Context: an optimization exercise on an open-source flow, tuned for small area, a short achievable clock period and few clock cycles. The choices shown serve that exercise and are no tape-out recipe. In this exercise RTL edits were held to simulation tests only and were not proved equivalent to the original.

==> build 25 <==
==> flow/design.v <==
module g2p_field (
    input  wire        clk,
    input  wire        rst,         
    input  wire        cmd_valid,
    input  wire [31:0] cmd,
    input  wire [63:0] opa,
    input  wire [63:0] opb,
    output wire        cmd_ready,
    output reg         done,
    output reg  [3:0]  code,
    output wire [16:0] res
);
    localparam integer K  = 4;      
    localparam integer KM = 4;      
    localparam [3:0] C_OK       = 4'd0;
    localparam [3:0] C_ILLEGAL  = 4'd1;
    localparam [3:0] C_NOFIELD  = 4'd2;
    localparam [3:0] C_REDEFINE = 4'd3;
    localparam [3:0] C_DEGREE   = 4'd4;
    localparam [3:0] C_MODDEG   = 4'd5;
    localparam [3:0] C_DIVZERO  = 4'd8;
    localparam [3:0] S_IDLE = 4'd0;
    localparam [3:0] S_MUL  = 4'd1;    
    localparam [3:0] S_DIV  = 4'd2;    
    localparam [3:0] S_CINI = 4'd3;    
    localparam [3:0] S_CSQ  = 4'd4;    
    localparam [3:0] S_CGCD = 4'd5;    
    localparam [3:0] S_CFIN = 4'd6;    
    localparam [3:0] S_SINI = 4'd7;    
    localparam [3:0] S_SSQ  = 4'd8;    
    localparam [3:0] S_SMU  = 4'd9;    
    reg [3:0] state;
    wire st_idle = (state == S_IDLE);
    wire st_mul  = (state == S_MUL);
    wire st_div  = (state == S_DIV);
    wire st_cini = (state == S_CINI);
    wire st_csq  = (state == S_CSQ);
    wire st_cgcd = (state == S_CGCD);
    wire st_cfin = (state == S_CFIN);
    wire st_sini = (state == S_SINI);
    wire st_ssq  = (state == S_SSQ);
    wire st_smu  = (state == S_SMU);
    assign cmd_ready = st_idle;
    reg        fvalid;
    reg        irr;         
    reg [4:0]  p;
    reg [16:0] fmod;
    reg        opa_hi;      
    reg        opb_hi;
    reg [15:0] topbit;      
    reg [KM-1:0] mt;        
    reg [15:0] mask;
    integer i;
    always @* begin
        for (i = 0; i < 16; i = i + 1)
            mask[i] = (p > i);
    end
    wire [15:0] a_el = opa[15:0] & mask;
    wire [15:0] b_el = opb[15:0] & mask;
    wire hi_zero   = (cmd[31:8] == 24'd0);
    wire is_setf   = hi_zero && (cmd[7:0] == 8'h0A);
    wire is_fcvt   = hi_zero && (cmd[7:0] == 8'h10);
    wire is_addsub = hi_zero && ((cmd[7:0] == 8'h11) || (cmd[7:0] == 8'h12));
    wire is_fmul   = hi_zero && (cmd[7:0] == 8'h13);
    wire is_fdiv   = hi_zero && (cmd[7:0] == 8'h14);
    wire is_field  = is_fcvt | is_addsub | is_fmul | is_fdiv;
    wire accept    = st_idle && cmd_valid;
    wire b_zero    = (b_el == 16'd0);
    wire start_mul = accept && fvalid && is_fmul;
    wire start_div = accept && fvalid && is_fdiv && !b_zero;
    wire set_res   = accept && fvalid && (is_fcvt || is_addsub);
    wire deg_bad = opa_hi || (p == 5'd0) || (p[4] && (p[3:0] != 4'd0));
    wire mod_ok  = !opb_hi && ((fmod >> p) == 17'd1);
    reg [16:0] f;
    reg [15:0] g;
    reg [15:0] u;
    reg [16:0] v;           
    reg [5:0]  e;           
    reg [4:0]  cnt;
    assign res = v;
    reg [KM-1:0] ub;        
    reg [KM-1:0] ovf;
    reg [15:0] m_u;
    reg [15:0] m_v;
    integer s, s2;
    always @* begin
        for (s = 0; s < KM; s = s + 1)
            ub[s] = |(u & (topbit >> s));
        for (s = 0; s < KM; s = s + 1) begin
            ovf[s] = ub[s];
            for (s2 = 0; s2 < s; s2 = s2 + 1)
                ovf[s] = ovf[s] ^ (ovf[s2] & mt[s - s2]);
        end
        m_u = u;
        m_v = v[15:0];
        for (s = 0; s < KM; s = s + 1) begin
            if (g[s]) m_v = m_v ^ m_u;
            m_u = {m_u[14:0], 1'b0} ^ (ovf[s] ? fmod[15:0] : 16'd0);
        end
    end
    wire [15:0] m_g   = g >> KM;
    wire        m_fin = (m_g == 16'd0);
    reg [2*K:0] q, q2;
    reg [6:0]   qs;
    reg         es;         
    reg [3:0]   eo;
    reg [16:0] d_f;
    reg [15:0] d_g;
    reg [15:0] d_u;
    reg [15:0] d_v;
    reg [5:0]  d_e;
    reg [5:0]  d_ep, d_en;
    reg        g0, sw;
    reg [16:0] d_f_in;
    reg        d_fin;
    reg        d_g1;        
    reg [16:0] gx;
    reg [15:0] ux;
    reg [16:0] ur;
    integer t, o;
    always @* begin
        for (o = -K; o <= K; o = o + 1) begin
            qs = {e[5], e} + o[6:0];
            q[K + o] = ~qs[6];
        end
        es = 1'b0;
        eo = 4'd0;
        d_f = f; d_g = g; d_u = u; d_v = v[15:0];
        for (t = 0; t < K; t = t + 1) begin
            g0 = d_g[0];
            sw = g0 & q[K];
            d_f_in = d_f;
            gx = {1'b0, d_g} ^ (g0 ? d_f : 17'd0);
            ux = d_u ^ (g0 ? d_v : 16'd0);
            ur = {1'b0, ux} ^ (ux[0] ? fmod : 17'd0);
            q2 = q;
            for (o = -K; o <= K; o = o + 1) begin
                if (sw)
                    q[K + o] = ~q2[K - o];
                else if (o < K)
                    q[K + o] = q2[K + o + 1];
                else
                    q[K + o] = 1'b0;
            end
            if (sw) begin
                d_f = {1'b0, d_g};
                if (!st_cgcd) d_v = d_u;
                es = ~es;
                eo = ~eo;
            end else begin
                eo = eo + 4'd1;
            end
            if (t == K - 1) begin
                d_g1  = g0 ? (({1'b0, d_g} ^ d_f_in) >> 1 == 17'd1) : (d_g[15:1] == 15'd1);
                d_fin = (sw ? (d_g == 16'd1) : (d_f_in == 17'd1)) ||
                        (g0 ? (({1'b0, d_g} ^ d_f_in) >> 2 == 17'd0) : (d_g[15:2] == 14'd0));
            end
            d_g = gx[16:1];
            d_u = ur[16:1];
        end
        d_e = 6'd0;
        for (o = -K; o <= K; o = o + 2) begin
            d_ep = e + o[5:0];
            d_en = ~e + o[5:0];
            if (eo == o[3:0])
                d_e = d_e | (es ? d_en : d_ep);
        end
    end
    reg gcd_pt;
    wire [4:0] cnt1 = cnt + 5'd1;
    always @* begin
        case (p)
            5'd4:  gcd_pt = (cnt1 == 5'd2);
            5'd6:  gcd_pt = (cnt1 == 5'd2) || (cnt1 == 5'd3);
            5'd8:  gcd_pt = (cnt1 == 5'd4);
            5'd9:  gcd_pt = (cnt1 == 5'd3);
            5'd10: gcd_pt = (cnt1 == 5'd2) || (cnt1 == 5'd5);
            5'd12: gcd_pt = (cnt1 == 5'd4) || (cnt1 == 5'd6);
            5'd14: gcd_pt = (cnt1 == 5'd2) || (cnt1 == 5'd7);
            5'd15: gcd_pt = (cnt1 == 5'd3) || (cnt1 == 5'd5);
            5'd16: gcd_pt = (cnt1 == 5'd8);
            default: gcd_pt = (cnt1 == 5'd1);     
        endcase
    end
    wire sq_last = (cnt1 == p);
    reg [4:0]  j0;
    always @* begin
        case (p)
            5'd4, 5'd6, 5'd10, 5'd14: j0 = 5'd1;
            5'd8, 5'd9, 5'd15:        j0 = 5'd2;
            5'd12, 5'd16:             j0 = 5'd3;
            default:                  j0 = 5'd0;
        endcase
    end
    wire [15:0] h0 = 16'd1 << (5'd1 << j0);
    wire f_one   = (f == 17'd1) || (g == 16'd1);  
    wire c_fin   = f_one || (g == 16'd0);        
    wire ini_ok  = !deg_bad && mod_ok;
    wire ini_run = (p != 5'd1) && fmod[0];       
    always @(posedge clk) begin
        if (rst) begin
            state  <= S_IDLE;
            done   <= 1'b0;
            code   <= C_OK;
            fvalid <= 1'b0;
        end else begin
            done <= 1'b0;
            case (state)
                S_IDLE: if (cmd_valid) begin
                    done <= 1'b1;
                    if (is_setf) begin
                        if (fvalid)
                            code <= C_REDEFINE;
                        else begin
                            done  <= 1'b0;
                            state <= S_CINI;
                        end
                    end else if (is_field) begin
                        if (!fvalid)
                            code <= C_NOFIELD;
                        else if (is_fcvt || is_addsub)
                            code <= C_OK;
                        else if (is_fmul) begin
                            code  <= C_OK;
                            done  <= 1'b0;
                            state <= S_MUL;
                        end else if (b_zero)
                            code <= C_DIVZERO;
                        else begin
                            code  <= C_OK;
                            done  <= 1'b0;
                            state <= irr ? S_DIV : S_SINI;
                        end
                    end else
                        code <= C_ILLEGAL;
                end
                S_MUL: if (m_fin) begin
                    done  <= 1'b1;
                    state <= S_IDLE;
                end
                S_DIV: if (d_fin) begin
                    done  <= 1'b1;
                    state <= S_IDLE;
                end
                S_CINI: begin
                    if (deg_bad) begin
                        code  <= C_DEGREE;
                        done  <= 1'b1;
                        state <= S_IDLE;
                    end else if (!mod_ok) begin
                        code  <= C_MODDEG;
                        done  <= 1'b1;
                        state <= S_IDLE;
                    end else begin
                        code   <= C_OK;
                        fvalid <= 1'b1;
                        state  <= ini_run ? S_CSQ : S_CFIN;
                    end
                end
                S_CSQ: if (m_fin) begin
                    if (sq_last)
                        state <= S_CFIN;
                    else if (gcd_pt)
                        state <= S_CGCD;
                end
                S_CGCD: if (c_fin)
                    state <= f_one ? S_CSQ : S_CFIN;
                S_CFIN: begin
                    done  <= 1'b1;
                    state <= S_IDLE;
                end
                S_SINI: state <= S_SSQ;
                S_SSQ: if (m_fin) state <= S_SMU;
                S_SMU: if (m_fin) begin
                    if (cnt == p - 5'd1) begin
                        done  <= 1'b1;
                        state <= S_IDLE;
                    end else
                        state <= S_SSQ;
                end
                default: state <= S_IDLE;
            endcase
        end
    end
    always @(posedge clk) begin
        if (st_idle && !fvalid) begin
            p      <= opa[4:0];
            fmod   <= opb[16:0];
            opa_hi <= (opa[63:5] != 59'd0);
            opb_hi <= (opb[63:17] != 47'd0);
        end
        if (st_cini) begin
            for (i = 0; i < 16; i = i + 1)
                topbit[i] <= (p == i + 1);
            for (i = 1; i < KM; i = i + 1)
                mt[i] <= (p >= i) && fmod[p - i];
            mt[0] <= 1'b0;
            irr <= !ini_run ? (p == 5'd1) : 1'b1;
        end else if (st_cfin && ini_run)
            irr <= irr && (v[15:0] == 16'd2);
        else if (st_cgcd && c_fin && !f_one)
            irr <= 1'b0;
    end
    always @(posedge clk) begin
        if (rst)
            v <= 17'd0;
        else begin
            case (state)
                S_IDLE: begin
                    if (start_mul || start_div)
                        v <= 17'd0;
                    else if (set_res)
                        v <= {1'b0, a_el ^ (is_addsub ? b_el : 16'd0)};
                end
                S_MUL, S_SMU: v <= {1'b0, m_v};
                S_DIV: v <= {1'b0, d_g1 ? d_u : d_v};
                S_CINI: if (ini_ok && ini_run) v <= 17'd0;
                S_CSQ: begin
                    if (m_fin && !sq_last && !gcd_pt)
                        v <= 17'd0;
                    else
                        v <= {1'b0, m_v};
                end
                S_CGCD: if (c_fin) v <= 17'd0;
                S_CFIN: v <= fmod;
                S_SSQ: v <= m_fin ? 17'd0 : {1'b0, m_v};
                default: ;
            endcase
            if (st_smu && m_fin && cnt != p - 5'd1)
                v <= 17'd0;
        end
    end
    always @(posedge clk) begin
        e <= d_e;
        case (state)
            S_IDLE: begin
                f <= fmod;
                g <= b_el;
                u <= a_el;
                e <= 6'd0;
            end
            S_MUL: begin
                u <= m_u;
                g <= m_g;
            end
            S_DIV: begin
                f <= d_f;
                g <= d_g;
                u <= d_u;
            end
            S_CINI: begin
                u   <= h0;
                g   <= h0;
                cnt <= j0;
            end
            S_CSQ: begin
                if (m_fin) begin
                    cnt <= cnt1;
                    if (gcd_pt) begin
                        f <= fmod;
                        g <= m_v ^ 16'd2;
                        e <= 6'd0;
                    end else begin
                        u <= m_v;
                        g <= m_v;
                    end
                end else begin
                    u <= m_u;
                    g <= m_g;
                end
            end
            S_CGCD: begin
                if (c_fin) begin
                    u <= v[15:0];
                    g <= v[15:0];
                end else begin
                    f <= d_f;
                    g <= d_g;
                    u <= d_u;
                end
            end
            S_SINI: begin
                f   <= {1'b0, u};
                u   <= g;
                cnt <= 5'd1;
            end
            S_SSQ: begin
                if (m_fin) begin
                    u <= m_v;
                    g <= f[15:0];
                    f <= {1'b0, m_v};
                end else begin
                    u <= m_u;
                    g <= m_g;
                end
            end
            S_SMU: begin
                if (m_fin) begin
                    cnt <= cnt + 5'd1;
                    u <= f[15:0];
                    g <= f[15:0];
                    f <= {1'b0, m_v};
                end else begin
                    u <= m_u;
                    g <= m_g;
                end
            end
            default: ;
        endcase
    end
endmodule
==> flow/flow/run.sh <==
#!/bin/bash
# Standard layout, with the port buffers taken as the smallest plain buffer
# (buf_1) instead of the cell buffer_ports picks by default.
set -o pipefail
export BUFFER_PORTS_ARGS="-buffer_cell sky130_fd_sc_hd__buf_1"
bash standard.sh > standard_flow.log 2>&1
==> flow/standard.sh <==
#!/bin/bash
# synth_recipe.tcl (not shown) runs the flow's synth.tcl, then flattens the netlist and writes it again
# the make line also repeats each setting of config.mk as NAME=value (left out here)
make -C /OpenROAD-flow-scripts/flow DESIGN_CONFIG=/design/flow/config.mk WORK_HOME=/design/flow/orfs CLKGATE_MAP_FILE= SYNTH_SCRIPT=/design/flow/synth_recipe.tcl "${@:-finish}"
==> flow/config.mk <==
export PLATFORM = sky130hd
export DESIGN_NAME = g2p_field
export DESIGN_NICKNAME = g2p_field
export VERILOG_FILES = /design/flow/design.v
export SDC_FILE = /design/flow/constraint.sdc
export NUM_CORES = 4
export LEC_CHECK = 0
export CAP_MARGIN = 20
export CORE_MARGIN = 2
export CORE_UTILIZATION = 50
export SETUP_SLACK_MARGIN = 3.6
export SLEW_MARGIN = 20
==> flow/constraint.sdc <==
create_clock -name core_clock -period 8.0 [get_ports {clk}]
set_input_delay 1.6000 -clock core_clock [delete_from_list [all_inputs] [get_ports {clk}]]
set_output_delay 1.6000 -clock core_clock [all_outputs]
set_load 0.01 [all_outputs]
==> build 71: changes against build 25 <==
--- a/flow/design.v
+++ b/flow/design.v
@@ -152,18 +152,14 @@
             end
             if (t == K - 1) begin
-                d_g1  = g0 ? (({1'b0, d_g} ^ d_f_in) >> 1 == 17'd1) : (d_g[15:1] == 15'd1);
-                d_fin = (sw ? (d_g == 16'd1) : (d_f_in == 17'd1)) ||
-                        (g0 ? (({1'b0, d_g} ^ d_f_in) >> 2 == 17'd0) : (d_g[15:2] == 14'd0));
+                d_g1  = (gx[16:1] == 16'd1);
+                d_fin = (sw ? (d_g == 16'd1) : (d_f_in == 17'd1)) || d_g1 ||
+                        (g0 ? (d_g[15:1] == d_f_in[15:1] && !d_f_in[16]) : (d_g[15:1] == 15'd0));
             end
             d_g = gx[16:1];
             d_u = ur[16:1];
         end
-        d_e = 6'd0;
-        for (o = -K; o <= K; o = o + 2) begin
-            d_ep = e + o[5:0];
-            d_en = ~e + o[5:0];
-            if (eo == o[3:0])
-                d_e = d_e | (es ? d_en : d_ep);
-        end
+        d_ep = e + {{2{eo[3]}}, eo};
+        d_en = ~e + {{2{eo[3]}}, eo};
+        d_e  = es ? d_en : d_ep;
     end
     reg gcd_pt;
@@ -184,15 +180,5 @@
     end
     wire sq_last = (cnt1 == p);
-    reg [4:0]  j0;
-    always @* begin
-        case (p)
-            5'd4, 5'd6, 5'd10, 5'd14: j0 = 5'd1;
-            5'd8, 5'd9, 5'd15:        j0 = 5'd2;
-            5'd12, 5'd16:             j0 = 5'd3;
-            default:                  j0 = 5'd0;
-        endcase
-    end
-    wire [15:0] h0 = 16'd1 << (5'd1 << j0);
-    wire f_one   = (f == 17'd1) || (g == 16'd1);  
+    wire f_one   = (f == 17'd1);
     wire c_fin   = f_one || (g == 16'd0);        
     wire ini_ok  = !deg_bad && mod_ok;
@@ -350,7 +336,7 @@
             end
             S_CINI: begin
-                u   <= h0;
-                g   <= h0;
-                cnt <= j0;
+                u   <= 16'd2;
+                g   <= 16'd2;
+                cnt <= 5'd0;
             end
             S_CSQ: begin
==> flow/run.sh (new file) <==
#!/bin/bash
# synth_recipe.tcl (not shown) runs the flow's synth.tcl, then flattens the netlist and writes it again
# the make line also repeats each setting of config.mk as NAME=value (left out here)
make -C /OpenROAD-flow-scripts/flow DESIGN_CONFIG=/design/flow/config.mk WORK_HOME=/design/flow/orfs CLKGATE_MAP_FILE= SYNTH_SCRIPT=/design/flow/synth_recipe.tcl finish
--- a/flow/config.mk
+++ b/flow/config.mk
@@ -8,5 +8,5 @@
 export CAP_MARGIN = 20
 export CORE_MARGIN = 2
-export CORE_UTILIZATION = 50
-export SETUP_SLACK_MARGIN = 3.6
+export CORE_UTILIZATION = 40
+export SETUP_SLACK_MARGIN = 4.0
 export SLEW_MARGIN = 20
removed: flow/flow/run.sh
removed: flow/standard.sh
==> impl_metrics.yaml <==
power_and_ir_drop:
  ir_drop_mv: 0.1681
grt:
  grt_pass1_vias: 21810
place:
  place.gp.congestion: 1.036
final_layout:
  multi_input_area_sq_um: 16120
  final_cell_mix: "355 x nand2_1, 273 x buf_4, 201 x nor2_1"
synthesis:
  synth_xor_area_share_pct: 16.92
critical_path:
  cp-startpoint: "g[1]"
  critical_path_depth: 18
run_status:
  status: "no timing/DRC/antenna violations"
floorplan:
  die_h_um: 221.0
  rows: 79
sta:
  relSlewSlack_pct: 26.46
-- figures above: build 71

==> impl_metrics.yaml <==
run_status:
  status: "no timing/DRC/antenna violations"
power_and_ir_drop:
  ir_drop_mv: 0.1726
grt:
  grt_pass1_vias: 21240
critical_path:
  cp-startpoint: "u[13]"
  critical_path_depth: 14
floorplan:
  die_h_um: 197.9
  rows: 71
place:
  place.gp.congestion: 1.120
sta:
  relSlewSlack_pct: 10.31
synthesis:
  synth_xor_area_share_pct: 16.93
final_layout:
  multi_input_area_sq_um: 15200
-- figures above: build 25

Testbench counts of build 25, summed over its fixed seeds: cycles 18,852.
Testbench counts of build 71, summed over its fixed seeds: cycles 18,973.

port drivers added, routing unchanged:
The results above use ideal ports. As a check the final layouts listed here were re-extracted and re-timed, cells and wires unchanged.
Step 1: set_driving_cell puts a clkbuf_16 on clk and a buf_2 on each other input, an assumption about the parent block.
Step 2 adds t to the input delays and takes it off the output delays; t is the mean of the earliest and latest rising clock arrival at the registers after step 1. Input paths then give back, and output paths get back, about the clock's delay inside the block.
Slacks: ideal / step 1 / step 2; pairs: ideal / step 1.
run | t, ns | setup WS [ns] | slew at the worst register clock pin (ns) | cell pins on the clock port's net
build 25 | 0.524 | 3.524 / 3.524 / 3.161 | 0.07 / 0.07 | 1
build 71 | 0.506 | 3.731 / 3.731 / 3.304 | 0.07 / 0.07 | 1
After both steps every run listed still meets setup and hold. For build 71, which loses most, drivers alone change the setup slack by 0.000 ns; drivers and shift together by -0.427 ns.
